This is an optimization exercise on Yosys and OpenROAD, whose aim is small area, a short achievable clock period and few clock cycles, not a production implementation. Only simulation tests tie the RTL to the original design; equivalence was not proved. Power is estimated from default activity; no workload was simulated.

Setup of main:
// m402_decoder
module m402_decoder (
    input  wire        clk,
    input  wire        rst,
    input  wire        in_valid,
    output wire        in_ready,
    input  wire        in_pvalid,
    input  wire [6:0]  in_plen,
    input  wire [87:0] in_payload,
    input  wire [15:0] in_addr,
    output reg         out_valid,
    output reg  [3:0]  out_result,
    output reg         out_vld,
    output reg  [31:0] out_value
);
  ...
For scale: ~720 flip-flops, ~150 I/O pins.
Settings: LEC_CHECK=0, CAP_MARGIN=20, CORE_MARGIN=2, CORE_UTILIZATION=40, PLACE_DENSITY=0.6, SETUP_SLACK_MARGIN=5, SLEW_MARGIN=20; clock period 10.0 ns.
run.sh (not shown) runs the stock make flow with config.mk's settings and CLKGATE_MAP_FILE= SYNTH_SCRIPT=/design/flow/synth_recipe.tcl, a recipe that flattens the netlist after the stock synthesis.
Testbench counts of main, summed over its fixed seeds: cycles 2,534.
What the feature branch does differently from main at the input level:
diff --git a/flow/design.v b/flow/design.v
--- a/flow/design.v
+++ b/flow/design.v
@@ -179,19 +179,28 @@
             b_neg   <= bh_neg;
             b_k     <= a_k;
             b_lz    <= {z4, z3, z2, z1, z0} + {a_nsh, 3'd0};    
         end
     end
     reg         m_valid, m_chk, m_rp;
-    reg  [5:0]  m_wterm;
     reg         m_spec, m_hdr, m_mal, m_inf, m_sign, m_cexact;
     reg  [31:0] m_c;
     reg  [10:0] m_s1, m_s2, m_s3, m_s4, m_neg;
     reg  [63:0] m_r0, m_r1;
     reg  [9:0]  m_ebase;
-    wire   m_amb = m_chk && (&m_wterm);
+    wire [5:0]  wa   = m_r0[37:32];
+    wire [5:0]  wb   = m_r1[37:32];
+    wire [5:0]  wx   = wa ^ wb;
+    wire [4:0]  wcnd = wx[5:1] ^ (wa[4:0] & wb[4:0]);
+    wire        g31  = m_r0[31] & m_r1[31];
+    wire        p31  = m_r0[31] ^ m_r1[31];
+    wire        g30  = m_r0[30] & m_r1[30];
+    wire        p30  = m_r0[30] ^ m_r1[30];
+    wire        cdef = g31 | (p31 & g30);
+    wire        cunk = p31 & p30;
+    wire        m_amb = m_chk && (&wcnd) && (cunk || (cdef ? !wx[0] : wx[0]));
     assign stall = m_amb;
     wire [31:0] ma   = b_c;
     wire [33:0] ma3  = b_c3;
     wire [10:0] ms1  = b_s1;
     wire [10:0] ms2  = b_s2;
     wire [10:0] ms3  = b_s3;
@@ -889,23 +898,12 @@
     wire mt_s338 = mt_pp[10][32] ^ 1'b1;
     wire mt_c338 = mt_pp[10][32] & 1'b1;
     wire mt_s339 = mt_pp[10][33] ^ 1'b1;
     wire mt_c339 = mt_pp[10][33] & 1'b1;
     assign rows_r0 = {mt_s339, mt_s338, mt_s337, mt_s336, mt_s335, mt_s334, mt_s333, mt_s332, mt_s331, mt_s330, mt_s329, mt_s328, mt_s327, mt_s326, mt_s325, mt_s324, mt_s323, mt_s322, mt_s321, mt_s320, mt_s319, mt_s318, mt_s317, mt_s316, mt_s315, mt_s314, mt_s313, mt_s312, mt_s311, mt_s310, mt_s309, mt_s308, mt_s307, mt_s306, mt_s305, mt_s304, mt_s303, mt_s302, mt_s301, mt_s300, mt_s299, mt_s298, mt_s297, mt_s296, mt_s295, mt_s294, mt_s293, mt_s292, mt_s291, mt_s290, mt_s289, mt_s288, mt_s287, mt_s286, mt_s285, mt_s284, mt_s283, mt_s282, mt_s281, mt_s280, mneg[1], mt_pp[0][2], mt_pp[0][1], mt_pp[0][0]};
     assign rows_r1 = {mt_c338, mt_c337, mt_c336, mt_c335, mt_c334, mt_c333, mt_c332, mt_c331, mt_c330, mt_c329, mt_c328, mt_c327, mt_c326, mt_c325, mt_c324, mt_c323, mt_c322, mt_c321, mt_c320, mt_c319, mt_c318, mt_c317, mt_c316, mt_c315, mt_c314, mt_c313, mt_c312, mt_c311, mt_c310, mt_c309, mt_c308, mt_c307, mt_c306, mt_c305, mt_c304, mt_c303, mt_c302, mt_c301, mt_c300, mt_c299, mt_c298, mt_c297, mt_c296, mt_c295, mt_c294, mt_c293, mt_c292, mt_c291, mt_c290, mt_c289, mt_c288, mt_c287, mt_c286, mt_c285, mt_c284, mt_c283, mt_c282, mt_c281, mt_c280, mt_c279, mt_s279, 1'b0, 1'b0, mneg[0]};
-    wire [5:0]  wa   = rows_r0[37:32];
-    wire [5:0]  wb   = rows_r1[37:32];
-    wire [5:0]  wx   = wa ^ wb;
-    wire [4:0]  wcnd = wx[5:1] ^ (wa[4:0] & wb[4:0]);
-    wire        g31  = rows_r0[31] & rows_r1[31];
-    wire        p31  = rows_r0[31] ^ rows_r1[31];
-    wire        g30  = rows_r0[30] & rows_r1[30];
-    wire        p30  = rows_r0[30] ^ rows_r1[30];
-    wire        cdef = g31 | (p31 & g30);
-    wire        cunk = p31 & p30;
-    wire [5:0]  wterm = {wcnd, cunk || (cdef ? !wx[0] : wx[0])};
     wire [31:0] clo  = TAB_LO[{b_k, 5'd0} +: 32];
     wire       b_cexact = b_k[6] ? (b_k[5:0] == 6'd0) : (b_k[5:0] <= 6'd13);
     wire [9:0] b_ebase  = TAB_E[b_k * 10 +: 10] - {5'd0, b_lz};
     always @(posedge clk) begin
         if (rst) begin
             m_valid <= 1'b0;
@@ -913,13 +911,12 @@
             m_rp    <= 1'b0;
         end else begin
             m_valid <= b_valid;
             m_chk   <= b_valid && !b_spec && !b_cexact;
             m_rp    <= b_rp;
         end
-        m_wterm  <= wterm;
         m_r0     <= rows_r0;
         m_r1     <= rows_r1;
         m_spec   <= b_spec;
         m_hdr    <= b_hdr;
         m_mal    <= b_mal;
         m_inf    <= b_inf;
Notes after the runs:
- Row relative contribution of combinational cells to total power: the feature branch lower / main higher
- The last element of the critical path comes out b_c3[2]$_DFFE_PP_ in one run and m_ebase[8]$_DFF_P_ in the other, namely in main and the feature branch respectively.
- Routed length on met2 in the feature branch vs main: down 7.0%
- For multi-input combinational gate total, main and the feature branch come out practically identical.
- Route | the feature branch vs main | wire shorter in the feature branch
- In the feature branch, multi-input gate share of total cell area is higher than in main.
- Setup slack: the feature branch more than main
- The critical-path cell with the highest stage delay comes out o311ai_0 in one run and nor3_1 in the other, namely in main and the feature branch respectively.
- Summary of the feature branch over main: clock-net power shows a reduction of about 3%, hold slack held, number of search-and-repair iterations in the first detailed-routing pass -2, core utilization of the finished layout went down by 0.94 points.
- Across both runs, layout sequential cell count was lower for the feature branch than for main.
- Die area, the feature branch vs main: down slightly
Testbench counts of the feature branch, summed over its fixed seeds: cycles 2,534.

## port drivers added, routing unchanged
No port has a modelled driver above. Below, the same layouts with a new extraction and two added sets of constraints.
Step 1 (the two cells are an assumption about what drives the block):
set clk [get_ports {clk}]
set_driving_cell -lib_cell sky130_fd_sc_hd__clkbuf_16 $clk
set_driving_cell -lib_cell sky130_fd_sc_hd__buf_2 [delete_from_list [all_inputs] $clk]
Step 2 moves the port delays by t, midway between the first and last clock arrival at a register: inputs arrive t later, outputs are due t later. That takes back most of the time a late clock gives input paths.
Three values: ideal ports, drivers, drivers and shift; two values: the first two.
| run | t (ns) | slack for setup (ns) | worst setup path at the end |
|---|---|---|---|
| main | 0.778 | 5.002 / 5.002 / 5.002 | register to register |
| the feature branch | 0.780 | 5.114 / 5.103 / 4.891 | input to register |
After both steps setup and hold are still met in every run listed. For the feature branch, which loses most, drivers alone change the setup slack by -0.011 ns; drivers and shift together by -0.223 ns.
